Context: an optimization exercise on an open-source flow, tuned for a short achievable clock period and few clock cycles. The choices shown serve that exercise and are no tape-out recipe.
The RTL was checked by simulation tests, not by an equivalence proof against the original design.

**flow/config.mk**
```make
export PLATFORM = sky130hd
export DESIGN_NAME = gasm_core
export DESIGN_NICKNAME = gasm_core
export VERILOG_FILES = /design/flow/design.v
export SDC_FILE = /design/flow/constraint.sdc
export NUM_CORES = 4
export LEC_CHECK = 0
export CAP_MARGIN = 20
export CORE_MARGIN = 2
export CORE_UTILIZATION = 30
export GPL_ROUTABILITY_DRIVEN = 1
export PLACE_DENSITY = 0.45
export SLEW_MARGIN = 20
```
**flow/constraint.sdc**
```tcl
create_clock -name core_clock -period 20.0 [get_ports {clk}]
set_input_delay 4.0000 -clock core_clock [delete_from_list [all_inputs] [get_ports {clk}]]
set_output_delay 4.0000 -clock core_clock [all_outputs]
set_load 0.01 [all_outputs]
```
**flow/design.v**
```verilog
module gasm_core #(
    parameter [31:0] OUT_ADDR        = 32'h0000_FF00,
    parameter [31:0] KBD_DATA_ADDR   = 32'h0000_FF04,
    parameter [31:0] KBD_STATUS_ADDR = 32'h0000_FF08,
    parameter [31:0] STACK_LO        = 32'h0000_E000,
    parameter [31:0] STACK_HI        = 32'h0000_F000
) (
    input  wire        clk,
    input  wire        rst,
    input  wire [31:0] entry,
    output reg         mem_valid,
    output reg         mem_we,
    output reg  [3:0]  mem_wstrb,
    output reg  [31:0] mem_addr,
    output reg  [31:0] mem_wdata,
    input  wire [31:0] mem_rdata,
    input  wire        mem_ready,
    output wire        boundary,
    input  wire        timer_tick,
    input  wire        kbd_valid,
    input  wire [7:0]  kbd_char,
    output reg         kbd_ack,
    output reg         out_valid,
    output reg  [7:0]  out_byte,
    output reg         halted,
    output reg         faulted,
    output reg  [2:0]  fault_reason,
    output reg  [31:0] fault_value
);
    localparam [7:0] OP_HALT  = 8'h00, OP_INT   = 8'h10,
                     OP_CALL  = 8'h20, OP_CALLM = 8'h21,
                     OP_JMP   = 8'h30, OP_BEQ   = 8'h31, OP_BNE  = 8'h32, OP_BGT  = 8'h33,
                     OP_JMPM  = 8'h38, OP_BEQM  = 8'h39, OP_BNEM = 8'h3A, OP_BGTM = 8'h3B,
                     OP_XCHG  = 8'h40,
                     OP_ADD   = 8'h50, OP_SUB   = 8'h51, OP_MUL  = 8'h52, OP_DIV  = 8'h53,
                     OP_NOT   = 8'h60, OP_AND   = 8'h61, OP_OR   = 8'h62, OP_XOR  = 8'h63,
                     OP_SHL   = 8'h70, OP_SHR   = 8'h71,
                     OP_ST    = 8'h80, OP_STPSH = 8'h81, OP_STIND = 8'h82,
                     OP_CSRRD = 8'h90, OP_LDIMM = 8'h91, OP_LD   = 8'h92, OP_LDPOP = 8'h93,
                     OP_CSRWR = 8'h94, OP_CSROR = 8'h95, OP_CSRLD = 8'h96, OP_CSRPOP = 8'h97;
    localparam [2:0] F_DIVZERO = 3'd2, F_STK_OVER = 3'd3, F_STK_UNDER = 3'd4,
                     F_OPCODE  = 3'd5, F_CSR = 3'd6;
    localparam [31:0] CAUSE_TIMER = 32'd2, CAUSE_KBD = 32'd3, CAUSE_SOFT = 32'd4;
    localparam [3:0] S_RUN    = 4'd0,     
                     S_FETCH  = 4'd1,     
                     S_DIV    = 4'd2,     
                     S_DIVF   = 4'd3,     
                     S_POLLRD = 4'd4,     
                     S_POLL   = 4'd5,     
                     S_KB1    = 4'd6,     
                     S_KB2    = 4'd7,     
                     S_KB3    = 4'd8,     
                     S_ENT1   = 4'd9,     
                     S_ENT2   = 4'd10,    
                     S_STOP   = 4'd11;
    reg [3:0]  state;
    reg        ph;                 
    reg [31:0] x [0:14];           
    reg [31:0] pc;                 
    reg [31:0] pc4;                
    reg [31:0] psw;                
    reg [31:0] handler;            
    reg [31:0] cause;              
    reg [31:0] ir;
    reg [31:0] opa, opb, opc;      
    reg [31:0] mdata;              
    reg [31:0] npc;                
    reg        bnd_after;          
    reg        bnd;                
    reg [7:0]  oc;                 
    reg        oc_unk;             
    reg        pend_t, pend_k, pend_f;
    reg [2:0]  pend_reason;
    reg [31:0] pend_value;
    reg [7:0]  b_char;
    reg [31:0] ent_ret;
    reg [31:0] ent_cause;
    reg        ent_int;            
    reg [63:0] prod;
    reg [33:0] dv_r;               
    reg [31:0] dv_q;               
    reg [31:0] dv_quo;             
    reg [33:0] dv_d1, dv_d2, dv_d3;    
    reg [2:0]  dv_cnt;
    reg        dv_neg;
    reg        dv_ovf;
    wire [7:0]  op = ir[31:24];
    wire [3:0]  fa = ir[23:20];
    wire [3:0]  fb = ir[19:16];
    wire [3:0]  fc = ir[15:12];
    wire [31:0] disp = {{20{ir[11]}}, ir[11:0]};
    wire [31:0] sp = x[14];
    reg known_op;
    always @(*) begin
        case (op)
            OP_HALT, OP_INT, OP_CALL, OP_CALLM,
            OP_JMP, OP_BEQ, OP_BNE, OP_BGT, OP_JMPM, OP_BEQM, OP_BNEM, OP_BGTM,
            OP_XCHG, OP_ADD, OP_SUB, OP_MUL, OP_DIV, OP_NOT, OP_AND, OP_OR, OP_XOR,
            OP_SHL, OP_SHR, OP_ST, OP_STPSH, OP_STIND,
            OP_CSRRD, OP_LDIMM, OP_LD, OP_LDPOP, OP_CSRWR, OP_CSROR, OP_CSRLD, OP_CSRPOP:
                known_op = 1'b1;
            default: known_op = 1'b0;
        endcase
    end
    wire is_br   = (op == OP_JMP)  || (op == OP_BEQ)  || (op == OP_BNE)  || (op == OP_BGT);
    wire is_brm  = (op == OP_JMPM) || (op == OP_BEQM) || (op == OP_BNEM) || (op == OP_BGTM);
    wire is_alu1 = (op == OP_ADD) || (op == OP_SUB) || (op == OP_NOT) || (op == OP_AND) ||
                   (op == OP_OR)  || (op == OP_XOR) || (op == OP_SHL) || (op == OP_SHR);
    reg [31:0] csr_b;
    always @(*) begin
        case (fb)
            4'd0:    csr_b = psw;
            4'd1:    csr_b = handler;
            default: csr_b = cause;
        endcase
    end
    wire [31:0] sp_m4  = sp - 32'd4;
    wire [31:0] sp_m8  = sp - 32'd8;
    wire [31:0] ea_abd = opa + opb + disp;    
    wire [31:0] ea_bcd = opb + opc + disp;    
    wire [31:0] ea_ad  = opa + disp;          
    wire [31:0] nb     = opb + disp;          
    function stk_bad;
        input [31:0] v;
        stk_bad = (v < STACK_LO) || (v > STACK_HI);
    endfunction
    function [2:0] stk_reason;
        input [31:0] v;
        stk_reason = (v < STACK_LO) ? F_STK_OVER : F_STK_UNDER;
    endfunction
    reg cond;
    always @(*) begin
        case (op[1:0])
            2'b00:   cond = 1'b1;
            2'b01:   cond = (opb == opc);
            2'b10:   cond = (opb != opc);
            default: cond = ($signed(opb) > $signed(opc));
        endcase
    end
    wire [32:0] add_full = {1'b0, opb} + {1'b0, opc};
    wire [32:0] sub_full = {1'b0, opb} - {1'b0, opc};
    reg [31:0] alu_r;
    reg        alu_c, alu_o;
    always @(*) begin
        alu_r = 32'd0;
        alu_c = 1'b0;
        alu_o = 1'b0;
        case (op)
            OP_ADD: begin
                alu_r = add_full[31:0];
                alu_c = add_full[32];
                alu_o = (opb[31] == opc[31]) && (alu_r[31] != opb[31]);
            end
            OP_SUB: begin
                alu_r = sub_full[31:0];
                alu_c = sub_full[32];
                alu_o = (opb[31] != opc[31]) && (alu_r[31] != opb[31]);
            end
            OP_NOT: alu_r = ~opb;
            OP_AND: alu_r = opb & opc;
            OP_OR:  alu_r = opb | opc;
            OP_XOR: alu_r = opb ^ opc;
            OP_SHL: begin
                if (opc < 32'd32)
                    alu_r = opb << opc[4:0];
                if (opc >= 32'd1 && opc <= 32'd32)
                    alu_c = opb[5'd0 - opc[4:0]];
            end
            OP_SHR: begin
                if (opc < 32'd32)
                    alu_r = $signed(opb) >>> opc[4:0];
                else
                    alu_r = {32{opb[31]}};
                if (opc == 32'd0)
                    alu_c = 1'b0;
                else if (opc >= 32'd32)
                    alu_c = opb[31];
                else
                    alu_c = opb[opc[4:0] - 5'd1];
            end
            default: ;
        endcase
    end
    wire       mul_c = !((&prod[63:31]) || !(|prod[63:31]));
    wire [31:0] dva = opb[31] ? (32'd0 - opb) : opb;     
    wire [31:0] dvb = opc[31] ? (32'd0 - opc) : opc;     
    wire        dv_small = (dva < dvb);                  
    function [5:0] bitlen;
        input [31:0] v;
        integer k;
        begin
            bitlen = 6'd0;
            for (k = 0; k < 32; k = k + 1)
                if (v[k]) bitlen = k + 1;
        end
    endfunction
    wire [5:0] dv_la = bitlen(dva);
    wire [5:0] dv_lb = bitlen(dvb);
    wire [5:0] dv_n  = dv_la - dv_lb + 6'd1;             
    wire [5:0] dv_n4 = (dv_n + 6'd3) & 6'b111100;        
    wire [63:0] dv_sh = {32'd0, dva} << (6'd32 - dv_n4);    
    function [35:0] r4step;        
        input [33:0] r;            
        input [33:0] d1, d2, d3;
        begin
            if (r >= d3)      r4step = {2'd3, r - d3};
            else if (r >= d2) r4step = {2'd2, r - d2};
            else if (r >= d1) r4step = {2'd1, r - d1};
            else              r4step = {2'd0, r};
        end
    endfunction
    wire [35:0] dv_s1 = r4step({dv_r[31:0], dv_q[31:30]}, dv_d1, dv_d2, dv_d3);
    wire [35:0] dv_s2 = r4step({dv_s1[31:0], dv_q[29:28]}, dv_d1, dv_d2, dv_d3);
    wire [31:0] div_res = dv_neg ? (32'd0 - dv_quo) : dv_quo;
    reg        ex_fault;
    reg [2:0]  ex_reason;
    reg [31:0] ex_value;
    always @(*) begin
        ex_fault  = 1'b0;
        ex_reason = 3'd0;
        ex_value  = 32'd0;
        if (!known_op) begin
            ex_fault = 1'b1; ex_reason = F_OPCODE; ex_value = {24'd0, op};
        end else begin
            case (op)
                OP_CSRRD:
                    if (fb > 4'd2) begin ex_fault = 1'b1; ex_reason = F_CSR; ex_value = {28'd0, fb}; end
                OP_CSRWR, OP_CSRLD:
                    if (fa > 4'd2) begin ex_fault = 1'b1; ex_reason = F_CSR; ex_value = {28'd0, fa}; end
                OP_CSROR:
                    if (fa > 4'd2) begin ex_fault = 1'b1; ex_reason = F_CSR; ex_value = {28'd0, fa}; end
                    else if (fb > 4'd2) begin ex_fault = 1'b1; ex_reason = F_CSR; ex_value = {28'd0, fb}; end
                OP_CSRPOP:
                    if (fa > 4'd2) begin ex_fault = 1'b1; ex_reason = F_CSR; ex_value = {28'd0, fa}; end
                    else if (fb == 4'd14 && stk_bad(nb)) begin ex_fault = 1'b1; ex_reason = stk_reason(nb); ex_value = nb; end
                OP_CALL, OP_CALLM:
                    if (stk_bad(sp_m4)) begin ex_fault = 1'b1; ex_reason = stk_reason(sp_m4); ex_value = sp_m4; end
                OP_INT:
                    if (stk_bad(sp_m4)) begin ex_fault = 1'b1; ex_reason = stk_reason(sp_m4); ex_value = sp_m4; end
                    else if (stk_bad(sp_m8)) begin ex_fault = 1'b1; ex_reason = stk_reason(sp_m8); ex_value = sp_m8; end
                OP_STPSH:
                    if (fa == 4'd14 && stk_bad(ea_ad)) begin ex_fault = 1'b1; ex_reason = stk_reason(ea_ad); ex_value = ea_ad; end
                OP_LDPOP:
                    if (fb == 4'd14 && stk_bad(nb)) begin ex_fault = 1'b1; ex_reason = stk_reason(nb); ex_value = nb; end
                OP_DIV:
                    if (opc == 32'd0) begin ex_fault = 1'b1; ex_reason = F_DIVZERO; end
                default: ;
            endcase
        end
    end
    wire t_take  = timer_tick && psw[13] && !psw[15];
    wire k_take  = kbd_valid && !psw[15] && !t_take;
    wire ent_bad = stk_bad(sp_m4) || stk_bad(sp_m8);
    wire [2:0]  ent_reason = stk_bad(sp_m4) ? stk_reason(sp_m4) : stk_reason(sp_m8);
    wire [31:0] ent_value  = stk_bad(sp_m4) ? sp_m4 : sp_m8;
    assign boundary = bnd;
    wire take = bnd && !psw[15] && ((timer_tick && psw[13]) || kbd_valid);
    wire go   = !take;
    always @(*) begin
        kbd_ack = bnd && kbd_valid && (psw[15] || !ent_bad);
    end
    wire d_t = bnd ? (t_take && !ent_bad)              : pend_t;
    wire d_k = bnd ? (k_take && !ent_bad)              : pend_k;
    wire d_f = bnd ? ((t_take || k_take) && ent_bad)   : pend_f;
    wire [2:0]  d_reason = bnd ? ent_reason : pend_reason;
    wire [31:0] d_value  = bnd ? ent_value  : pend_value;
    reg        b_rd, b_wr;
    reg [31:0] b_addr, b_wdata;
    reg [3:0]  b_wstrb;
    reg        f_now;
    reg [31:0] f_addr;
    reg        f_bnd;              
    always @(*) begin
        b_rd = 1'b0; b_wr = 1'b0; b_addr = 32'd0; b_wdata = 32'd0; b_wstrb = 4'b1111;
        f_now = 1'b0; f_addr = pc4; f_bnd = 1'b1;
        case (state)
            S_RUN:
                if (!ph) begin
                    if (is_br || is_brm) begin
                        b_rd = 1'b1; b_addr = cond ? ea_ad : pc4;
                        f_now = is_br || !cond; f_addr = cond ? ea_ad : pc4;
                    end else begin
                        case (op)
                            OP_CALL:  begin b_wr = 1'b1; b_addr = sp_m4; b_wdata = pc4; end
                            OP_CALLM: begin b_rd = 1'b1; b_addr = ea_ad; end
                            OP_ST:    begin b_wr = 1'b1; b_addr = ea_abd; b_wdata = opc; end
                            OP_STPSH: begin b_wr = 1'b1; b_addr = ea_ad; b_wdata = opc; end
                            OP_STIND: begin b_rd = 1'b1; b_addr = ea_abd; end
                            OP_LD, OP_CSRLD:     begin b_rd = 1'b1; b_addr = ea_bcd; end
                            OP_LDPOP, OP_CSRPOP: begin b_rd = 1'b1; b_addr = opb; end
                            OP_INT:   begin b_wr = 1'b1; b_addr = sp_m4; b_wdata = psw; end
                            OP_XCHG, OP_CSRRD, OP_LDIMM, OP_CSRWR, OP_CSROR,
                            OP_ADD, OP_SUB, OP_NOT, OP_AND, OP_OR, OP_XOR, OP_SHL, OP_SHR: begin
                                b_rd = 1'b1; b_addr = pc4; f_now = 1'b1;
                            end
                            OP_DIV: begin
                                b_rd = 1'b1; b_addr = pc4; f_now = dv_small;
                            end
                            default: ;
                        endcase
                    end
                end else begin
                    case (op)
                        OP_CALLM: begin b_wr = 1'b1; b_addr = sp_m4; b_wdata = pc4; end
                        OP_STIND: begin b_wr = 1'b1; b_addr = mdata; b_wdata = opc; end
                        default:  begin b_rd = 1'b1; b_addr = pc4; f_now = 1'b1; end    
                    endcase
                end
            S_FETCH:  begin b_rd = 1'b1; b_addr = npc; f_now = 1'b1; f_addr = npc; f_bnd = bnd_after; end
            S_DIVF:   begin b_rd = 1'b1; b_addr = pc4; f_now = 1'b1; end
            S_POLLRD: begin b_rd = 1'b1; b_addr = OUT_ADDR; end
            S_POLL:   begin b_wr = 1'b1; b_addr = OUT_ADDR; b_wdata = 32'd0; b_wstrb = 4'b0001; end
            S_KB1:    begin b_wr = 1'b1; b_addr = KBD_DATA_ADDR; b_wdata = {24'd0, b_char}; end
            S_KB2:    begin b_rd = 1'b1; b_addr = KBD_STATUS_ADDR; end
            S_KB3:    begin b_wr = 1'b1; b_addr = KBD_STATUS_ADDR; b_wdata = mdata | 32'd1; end
            S_ENT1:   begin b_wr = 1'b1; b_addr = sp_m4; b_wdata = psw; end
            S_ENT2:   begin b_wr = 1'b1; b_addr = sp_m8; b_wdata = ent_ret; end
            default: ;
        endcase
    end
    wire run0    = (state == S_RUN) && !ph;
    wire squash  = run0 && take;
    wire exf     = run0 && ex_fault;
    wire wr_ok   = !(squash || exf);
    wire need_bus = b_rd || b_wr;
    wire ce      = !need_bus || mem_ready;         
    always @(*) begin
        mem_valid = b_rd || b_wr;
        mem_we    = b_wr && wr_ok;
        mem_wstrb = b_wr ? b_wstrb : 4'b0000;
        mem_addr  = b_addr;
        mem_wdata = b_wdata;
        out_valid = (state == S_POLL) && mem_ready;
        out_byte  = oc;
    end
    wire wr_done = mem_valid && mem_we && mem_ready;
    reg        w1_en, w2_en;
    reg [3:0]  w1_a, w2_a;
    reg [31:0] w1_d, w2_d;
    reg        flag_en;
    reg [3:0]  flag_v;             
    always @(*) begin
        w1_en = 1'b0; w1_a = fa; w1_d = 32'd0;
        w2_en = 1'b0; w2_a = fb; w2_d = nb;
        flag_en = 1'b0; flag_v = 4'd0;
        case (state)
            S_RUN:
                if (!ph) begin
                    case (op)
                        OP_ADD, OP_SUB, OP_NOT, OP_AND, OP_OR, OP_XOR, OP_SHL, OP_SHR: begin
                            w1_en = 1'b1; w1_d = alu_r;
                            flag_en = 1'b1; flag_v = {alu_r[31], alu_c, alu_o, (alu_r == 32'd0)};
                        end
                        OP_DIV:
                            if (dv_small) begin
                                w1_en = 1'b1; w1_d = 32'd0;
                                flag_en = 1'b1; flag_v = 4'b0001;
                            end
                        OP_XCHG:
                            if (fb != fc) begin
                                w1_en = 1'b1; w1_a = fb; w1_d = opc;
                                w2_en = 1'b1; w2_a = fc; w2_d = opb;
                            end
                        OP_CSRRD: begin w1_en = 1'b1; w1_d = csr_b; end
                        OP_LDIMM: begin w1_en = 1'b1; w1_d = nb; end
                        OP_STPSH: begin w1_en = 1'b1; w1_d = ea_ad; end
                        OP_LD:    begin w1_en = 1'b1; w1_d = mem_rdata; end
                        OP_LDPOP: begin w1_en = 1'b1; w1_d = mem_rdata; w2_en = (fa != fb); end
                        OP_CSRPOP: w2_en = 1'b1;
                        OP_CALL:  begin w2_en = 1'b1; w2_a = 4'd14; w2_d = sp_m4; end
                        default: ;
                    endcase
                end else begin
                    case (op)
                        OP_CALLM: begin w2_en = 1'b1; w2_a = 4'd14; w2_d = sp_m4; end
                        OP_MUL: begin
                            w1_en = 1'b1; w1_d = prod[31:0];
                            flag_en = 1'b1; flag_v = {prod[31], mul_c, mul_c, (prod[31:0] == 32'd0)};
                        end
                        default: ;
                    endcase
                end
            S_DIVF: begin
                w1_en = 1'b1; w1_d = div_res;
                flag_en = 1'b1; flag_v = {div_res[31], 1'b0, dv_ovf, (div_res == 32'd0)};
            end
            S_ENT2: begin w2_en = 1'b1; w2_a = 4'd14; w2_d = sp_m8; end
            default: ;
        endcase
    end
    wire commit = ce && !squash && (state != S_STOP);
    wire w15 = (w1_en && w1_a == 4'd15) || (w2_en && w2_a == 4'd15);
    wire [31:0] w15_d = (w1_en && w1_a == 4'd15) ? w1_d : w2_d;
    wire [31:0] iw = {mem_rdata[7:0], mem_rdata[15:8], mem_rdata[23:16], mem_rdata[31:24]};
    function [31:0] rdreg;
        input [3:0] f;
        begin
            if (w1_en && w1_a == f && f != 4'd15)      rdreg = w1_d;
            else if (w2_en && w2_a == f && f != 4'd15) rdreg = w2_d;
            else if (f == 4'd15)                       rdreg = f_addr;
            else                                       rdreg = x[f];
        end
    endfunction
    wire oc_hit0 = (mem_addr == OUT_ADDR)         && mem_wstrb[0];
    wire oc_hit1 = (mem_addr == OUT_ADDR - 32'd1) && mem_wstrb[1];
    wire oc_hit2 = (mem_addr == OUT_ADDR - 32'd2) && mem_wstrb[2];
    wire oc_hit3 = (mem_addr == OUT_ADDR - 32'd3) && mem_wstrb[3];
    wire oc_alias = ((mem_addr[15:0] == OUT_ADDR[15:0])         && mem_wstrb[0]) ||
                    ((mem_addr[15:0] == OUT_ADDR[15:0] - 16'd1) && mem_wstrb[1]) ||
                    ((mem_addr[15:0] == OUT_ADDR[15:0] - 16'd2) && mem_wstrb[2]) ||
                    ((mem_addr[15:0] == OUT_ADDR[15:0] - 16'd3) && mem_wstrb[3]);
    wire pc_near_oc = (pc[15:0] >= OUT_ADDR[15:0] - 16'd3) && (pc[15:0] <= OUT_ADDR[15:0]);
    wire [3:0] after_poll = d_f ? S_STOP : d_k ? S_KB1 : d_t ? S_ENT1 :
                            pc_near_oc ? S_FETCH : S_RUN;
    wire [3:0] after_fetch = (f_bnd && oc_unk) ? S_POLLRD :
                             (f_bnd && oc != 8'd0) ? S_POLL : S_RUN;
    integer i;
    always @(posedge clk) begin
        if (rst) begin
            state     <= S_FETCH;
            ph        <= 1'b0;
            for (i = 0; i < 15; i = i + 1)
                x[i] <= 32'd0;
            pc        <= 32'd0;
            pc4       <= 32'd0;
            npc       <= entry;
            bnd_after <= 1'b0;
            bnd       <= 1'b0;
            psw       <= 32'h0000_2000;
            handler   <= 32'd0;
            cause     <= 32'd0;
            ir        <= 32'd0;
            opa       <= 32'd0;
            opb       <= 32'd0;
            opc       <= 32'd0;
            mdata     <= 32'd0;
            oc        <= 8'd0;
            oc_unk    <= 1'b0;
            pend_t    <= 1'b0;
            pend_k    <= 1'b0;
            pend_f    <= 1'b0;
            pend_reason <= 3'd0;
            pend_value  <= 32'd0;
            b_char    <= 8'd0;
            ent_ret   <= 32'd0;
            ent_cause <= 32'd0;
            ent_int   <= 1'b0;
            prod      <= 64'd0;
            dv_r      <= 34'd0;
            dv_q      <= 32'd0;
            dv_quo    <= 32'd0;
            dv_d1     <= 34'd0;
            dv_d2     <= 34'd0;
            dv_d3     <= 34'd0;
            dv_cnt    <= 3'd0;
            dv_neg    <= 1'b0;
            dv_ovf    <= 1'b0;
            halted    <= 1'b0;
            faulted   <= 1'b0;
            fault_reason <= 3'd0;
            fault_value  <= 32'd0;
        end else begin
            if (bnd) begin
                bnd         <= 1'b0;
                pend_t      <= t_take && !ent_bad;
                pend_k      <= k_take && !ent_bad;
                pend_f      <= (t_take || k_take) && ent_bad;
                pend_reason <= ent_reason;
                pend_value  <= ent_value;
                b_char      <= kbd_char;
                if (take && state == S_RUN) begin
                    if (ent_bad) begin
                        faulted      <= 1'b1;
                        fault_reason <= ent_reason;
                        fault_value  <= ent_value;
                        state        <= S_STOP;
                    end else
                        state <= t_take ? S_ENT1 : S_KB1;
                    ent_ret   <= pc;
                    ent_cause <= t_take ? CAUSE_TIMER : CAUSE_KBD;
                    ent_int   <= 1'b0;
                end
            end
            if (wr_done) begin
                if (oc_hit0) begin oc <= mem_wdata[7:0];   oc_unk <= 1'b0; end
                if (oc_hit1) begin oc <= mem_wdata[15:8];  oc_unk <= 1'b0; end
                if (oc_hit2) begin oc <= mem_wdata[23:16]; oc_unk <= 1'b0; end
                if (oc_hit3) begin oc <= mem_wdata[31:24]; oc_unk <= 1'b0; end
                if (oc_alias && !(oc_hit0 || oc_hit1 || oc_hit2 || oc_hit3)) oc_unk <= 1'b1;
            end
            if (commit) begin
                if (!exf) begin
                    for (i = 0; i < 15; i = i + 1) begin
                        if (w1_en && w1_a == i)      x[i] <= w1_d;
                        else if (w2_en && w2_a == i) x[i] <= w2_d;
                    end
                    if (flag_en) psw[3:0] <= flag_v;
                end
                if (f_now && !w15 && !exf) begin
                    ir  <= iw;
                    pc  <= f_addr;
                    pc4 <= f_addr + 32'd4;
                    opa <= rdreg(iw[23:20]);
                    opb <= rdreg(iw[19:16]);
                    opc <= rdreg(iw[15:12]);
                    ph  <= 1'b0;
                    bnd <= f_bnd;
                    state <= after_fetch;
                end
                case (state)
                    S_RUN:
                        if (!ph) begin
                            if (ex_fault) begin
                                faulted      <= 1'b1;
                                fault_reason <= ex_reason;
                                fault_value  <= ex_value;
                                state        <= S_STOP;
                            end else begin
                                case (op)
                                    OP_HALT: begin
                                        halted <= 1'b1;
                                        state  <= S_STOP;
                                    end
                                    OP_INT: begin
                                        ent_ret   <= pc4;
                                        ent_cause <= CAUSE_SOFT;
                                        ent_int   <= 1'b1;
                                        state     <= S_ENT2;
                                    end
                                    OP_CALL: begin
                                        npc <= ea_ad; bnd_after <= 1'b1; state <= S_FETCH;
                                    end
                                    OP_CALLM, OP_STIND: begin
                                        mdata <= mem_rdata;
                                        ph    <= 1'b1;
                                    end
                                    OP_JMPM, OP_BEQM, OP_BNEM, OP_BGTM:
                                        if (cond) begin
                                            npc <= mem_rdata; bnd_after <= 1'b1; state <= S_FETCH;
                                        end
                                    OP_ST: begin
                                        npc <= pc4; bnd_after <= 1'b1; state <= S_FETCH;
                                    end
                                    OP_STPSH: begin
                                        npc <= (fa == 4'd15) ? ea_ad : pc4; bnd_after <= 1'b1; state <= S_FETCH;
                                    end
                                    OP_LD: begin
                                        npc <= (fa == 4'd15) ? mem_rdata : pc4; bnd_after <= 1'b1; state <= S_FETCH;
                                    end
                                    OP_LDPOP: begin
                                        npc <= (fa == 4'd15) ? mem_rdata : (fb == 4'd15) ? nb : pc4;
                                        bnd_after <= 1'b1; state <= S_FETCH;
                                    end
                                    OP_CSRWR, OP_CSROR, OP_CSRLD: begin
                                        case (fa)
                                            4'd0:    psw     <= (op == OP_CSRWR) ? opb : (op == OP_CSROR) ? (csr_b | disp) : mem_rdata;
                                            4'd1:    handler <= (op == OP_CSRWR) ? opb : (op == OP_CSROR) ? (csr_b | disp) : mem_rdata;
                                            default: cause   <= (op == OP_CSRWR) ? opb : (op == OP_CSROR) ? (csr_b | disp) : mem_rdata;
                                        endcase
                                        if (op == OP_CSRLD) begin
                                            npc <= pc4; bnd_after <= 1'b1; state <= S_FETCH;
                                        end
                                    end
                                    OP_CSRPOP: begin
                                        case (fa)
                                            4'd0:    psw     <= mem_rdata;
                                            4'd1:    handler <= mem_rdata;
                                            default: cause   <= mem_rdata;
                                        endcase
                                        npc <= (fb == 4'd15) ? nb : pc4; bnd_after <= 1'b1; state <= S_FETCH;
                                    end
                                    OP_MUL: begin
                                        prod <= $signed(opb) * $signed(opc);
                                        ph   <= 1'b1;
                                    end
                                    OP_DIV:
                                        if (!dv_small) begin
                                            dv_r   <= {2'b00, dv_sh[63:32]};
                                            dv_q   <= dv_sh[31:0];
                                            dv_quo <= 32'd0;
                                            dv_d1  <= {2'b00, dvb};
                                            dv_d2  <= {1'b0, dvb, 1'b0};
                                            dv_d3  <= {2'b00, dvb} + {1'b0, dvb, 1'b0};
                                            dv_cnt <= dv_n4[4:2] - 3'd1;
                                            dv_neg <= opb[31] ^ opc[31];
                                            dv_ovf <= (opb == 32'h8000_0000) && (opc == 32'hFFFF_FFFF);
                                            state  <= S_DIV;
                                        end
                                    default: ;
                                endcase
                            end
                        end else begin
                            case (op)
                                OP_CALLM: begin
                                    npc <= mdata; bnd_after <= 1'b1; state <= S_FETCH;
                                end
                                OP_STIND: begin
                                    npc <= pc4; bnd_after <= 1'b1; state <= S_FETCH;
                                end
                                default: ;
                            endcase
                        end
                    S_DIV: begin
                        dv_r   <= dv_s2[33:0];
                        dv_q   <= {dv_q[27:0], 4'd0};
                        dv_quo <= {dv_quo[27:0], dv_s1[35:34], dv_s2[35:34]};
                        dv_cnt <= dv_cnt - 3'd1;
                        if (dv_cnt == 3'd0)
                            state <= S_DIVF;
                    end
                    S_POLLRD: begin
                        oc     <= mem_rdata[7:0];
                        ent_ret   <= pc;
                        ent_cause <= d_t ? CAUSE_TIMER : CAUSE_KBD;
                        ent_int   <= 1'b0;
                        oc_unk <= 1'b0;
                        state  <= (mem_rdata[7:0] != 8'd0) ? S_POLL : after_poll;
                        if (mem_rdata[7:0] == 8'd0 && d_f) begin
                            faulted      <= 1'b1;
                            fault_reason <= d_reason;
                            fault_value  <= d_value;
                        end
                        if (mem_rdata[7:0] == 8'd0 && pc_near_oc) begin
                            npc <= pc; bnd_after <= 1'b0;
                        end
                    end
                    S_POLL: begin
                        oc    <= 8'd0;
                        ent_ret   <= pc;
                        ent_cause <= d_t ? CAUSE_TIMER : CAUSE_KBD;
                        ent_int   <= 1'b0;
                        state <= after_poll;
                        if (d_f) begin
                            faulted      <= 1'b1;
                            fault_reason <= d_reason;
                            fault_value  <= d_value;
                        end
                        if (pc_near_oc) begin
                            npc <= pc; bnd_after <= 1'b0;
                        end
                    end
                    S_KB1: state <= S_KB2;
                    S_KB2: begin mdata <= mem_rdata; state <= S_KB3; end
                    S_KB3: begin ent_cause <= CAUSE_KBD; state <= S_ENT1; end
                    S_ENT1: state <= S_ENT2;
                    S_ENT2: begin
                        cause     <= ent_cause;
                        psw[15]   <= 1'b1;
                        npc       <= handler;
                        bnd_after <= ent_int;
                        state     <= S_FETCH;
                    end
                    default: ;
                endcase
                if (w15 && !exf) begin
                    npc       <= w15_d;
                    bnd_after <= 1'b1;
                    state     <= S_FETCH;
                end
            end
        end
    end
endmodule
```
**flow/run.sh**
```bash
#!/bin/bash
# synth_recipe.tcl (not shown) runs the flow's synth.tcl, then flattens the netlist and writes it again
# the make line also repeats each setting of config.mk as NAME=value (left out here)
make -C /OpenROAD-flow-scripts/flow DESIGN_CONFIG=/design/flow/config.mk WORK_HOME=/design/flow/orfs CLKGATE_MAP_FILE= SYNTH_SCRIPT=/design/flow/synth_recipe.tcl finish
```
==> impl_metrics.json <==
{
  "required_ns": 20.67,
  "hold_viol": 0,
  "slew_headroom_pct": 6.82,
  "ys.flop_type": "dfxtp_1",
  "tightest_slew_ns": 1.40,
  "synth.area.mux_share_pct": 3.74,
  "holdWs_ns": 0.451,
  "crit_path_start": "opc[0]",
  "critPathCapture": "opb[19]",
  "drive_above_1_share_pct": 9.45,
  "report.final.slew_viol_count": 0,
  "fin_cells": 26200,
  "rows": 258,
  "vias_per_cell": 6.61,
  "synth_compound_area_share_pct": 27.7,
  "clock_skew_ns": 0.179,
  "synth_xor_area_share_pct": 3.26,
  "cts.clk_slew.worst_paths_ns": 0.06,
  "crit_fanout": 53,
  "tns_ns": 0,
  "crit_path_max_incr_delay_ns": 0.82,
  "initial_core_util_pct": 30.1,
  "io_buffers": 194,
  "wirelength_um": 1090000,
  "worst_path_most_repeated_cell": "buf_4",
  "grt_max_degree": 113,
  "drtAntennaViolNets": 0,
  "drt_iter0_drc": 29200,
  "synth_cells": 19900,
  "num_vias": 173000,
  "timing.final.crit_share_pct": 63.9,
  "cts_buffer_depth": 4,
  "hpwl_um": 801000,
  "grt_pass1_vias": 160000,
  "r2r-start": "opc[0]",
  "core_area_um2": 493000,
  "synthSimpleGateAreaFrac_pct": 19.0,
  "synth-edff-count": 32,
  "synth_top_family_by_area": "compound AO/OA/AOI/OAI gates",
  "grtUsageTotal_pct": 41.8,
  "synthAdderAreaFrac_pct": 21.4,
  "r2r.worst_path.cells": 27,
  "crit_arrival_ns": 13.46,
  "fp.dieH_um": 707,
  "final_common_cell": "nand2_1",
  "seq_area_frac_synth_pct": 16.7,
  "hold_buffers": 0,
  "syn_nets": 21800,
  "final_cell_mix": "nand2_1, a21oi_1, nor2_1",
  "nets": 21400,
  "largestRegisters": "x x480, prod x64, dv_d3 x34",
  "areaGrowthSynthToFinish_pct": 12.8,
  "cts_setup_buffers": 0,
  "holdPathStages": 2,
  "synth_cell_types": 109,
  "largest_register_ffs": 480,
  "grt_pass1_wl_um": 1440000,
  "drtPass1Iterations": 15,
  "insertion_delay_ns": 1.06,
  "wl_met1_um": 401000,
  "antenna_found_initial": 130,
  "syn_avg_cell_area_um2": 7.47,
  "drc": 0,
  "cts_buffers": 173,
  "post-place-cells": 25800,
  "crit_slowest_cell": "o31ai_1",
  "die_w_um": 707,
  "finalCriticalPeriod_ns": 12.79,
  "htree_levels": 4,
  "max_cap_violations": 0,
  "io_pins": 195,
  "wl_per_cell_um": 41.5,
  "clock-sinks": 1224,
  "grt-ovfl-total": 0,
  "dr_wl_met2_um": 434000,
  "crit_path_start_kind": "flop",
  "path_class": "reg2reg",
  "rsz0062_at_grt": "no",
  "synth-async-reset-ratio_pct": 0,
  "synth_area_um2": 148000,
  "met3_length_um": 137000,
  "clockRootBuffer": "clkbuf_16",
  "r2r-end": "opb[19]",
  "cts_tree": "done",
  "finalSetupViolCount": 0,
  "top_register": "x",
  "critPathCaptureType": "flop",
  "yosys_warnings": 2,
  "min_path_type": "reg2reg",
  "ys_seq_elements": 1224,
  "rrSetupSlack_ns": 7.21,
  "gp_congestion": 1.14,
  "max_freq_mhz": 78.2,
  "routed.top_layer": "met5",
  "status": "finished clean",
  "die_area_um2": 501000,
  "cts_resized": 0
}
==> stage by stage <==
stage	utilization [%]	cell area [um2]	worst slack [ns]
final	33.9	167000	7.21
after global routing	33.9	167000	6.99
after CTS	33.8	167000	7.41
after detailed placement	32.6	161000	7.79
after global placement	32.6	161000	7.34
after floorplan	-	148000	9.71
==> critical path: cells and delay by family, from the launching register on <==
kind,cells,cell delay (ns)
buf+inv,8,3.87
compound gates,8,3.59
simple gates,8,2.95
fa+ha+maj,2,0.83
flops,1,0.52
xor+xnor,1,0.44
==> cell type report <==
cell class              instances  area [um2]
diodes                        114         285
fillers                     53100      326000
well taps                    6500        8130
multi-input cells           15500      113000
clock inverters                65         922
clock buffers                 249        5060
repair buffers               1126        9050
inverters                    1502        5640
flip-flops and latches       1224       25000
==> cell families (layout without fill, tap and decap cells) <==
logic type | Yosys count | in the layout
buf+inv | 3177 | 2942
simple gates | 6466 | 6466
flops | 1224 | 1224
other cells | 0 | 114
compound gates | 6143 | 6143
fa+ha+maj | 1847 | 1847
xor+xnor | 553 | 553
mux | 455 | 455
==> cell usage after synthesis, types with 78 or more instances <==
library cell / instances / area share, %
a211oi_1: 339 / 1.7
a21o_1: 207 / 1.0
a21oi_1: 1745 / 5.9
a221o_1: 92 / 0.62
a221oi_1: 168 / 0.99
a222oi_1: 243 / 1.6
a22oi_1: 643 / 3.3
a31oi_1: 135 / 0.57
and2_1: 103 / 0.43
and3_1: 78 / 0.33
buf_1: 186 / 0.47
buf_2: 120 / 0.40
clkbuf_1: 1356 / 3.4
dfxtp_1: 1192 / 16
fa_1: 1158 / 16
ha_1: 689 / 5.8
inv_1: 1472 / 3.7
mux2_2: 78 / 0.59
mux2i_1: 305 / 2.1
nand2_1: 3052 / 7.7
nand2b_1: 129 / 0.54
nand3_1: 396 / 1.3
nand4_1: 213 / 0.90
nor2_1: 1668 / 4.2
nor2b_1: 92 / 0.39
nor3_1: 321 / 1.1
nor4_1: 104 / 0.44
o211ai_1: 650 / 3.3
o21a_1: 95 / 0.48
o21ai_0: 826 / 2.8
o22ai_1: 230 / 0.97
o31ai_1: 86 / 0.43
xnor2_1: 352 / 2.1
xor2_1: 201 / 1.2
==> per-layer routing <==
metal	GRT usage [%]	vias to the layer above
met2	58.8	13400
met4	35.2	44
li1	-	70000
met1	49.7	85800
met5	0.779	-
met3	16.0	4136
==> how the worst min path moves through the flow <==
stage	startpoint	to
floorplan	cause[11]	cause[11]
global placement	cause[0]	cause[0]
detailed placement	opc[7]	opc[7]
CTS	opc[7]	opc[7]
global route	cause[25]	cause[25]
finish	opc[7]	opc[7]
Testbench counts, summed over its fixed seeds: cycles 64,499.

port drivers added, routing unchanged:
Ports are ideal in the flow. The routed layout listed here was re-timed in OpenROAD.
Step 1 (the two cells are an assumption about what drives the block):
set clk [get_ports {clk}]
set_driving_cell -lib_cell sky130_fd_sc_hd__clkbuf_16 $clk
set_driving_cell -lib_cell sky130_fd_sc_hd__buf_2 [delete_from_list [all_inputs] $clk]
Step 2 adds t to the input delays and takes it off the output delays; t is the mean of the earliest and latest rising clock arrival at the registers after step 1. Input paths then give back, and output paths get back, about the clock's delay inside the block.
Slacks: ideal / step 1 / step 2; pairs: ideal / step 1.
shift t [ns]: 1.104
slack for setup (ns): 7.213 / 7.116 / 7.213
hold WS [ns]: 0.451 / 0.451 / 0.451
After both steps this run still meets setup and hold. The setup slack of this run moves by -0.097 ns with the drivers and by 0.000 ns with both steps.
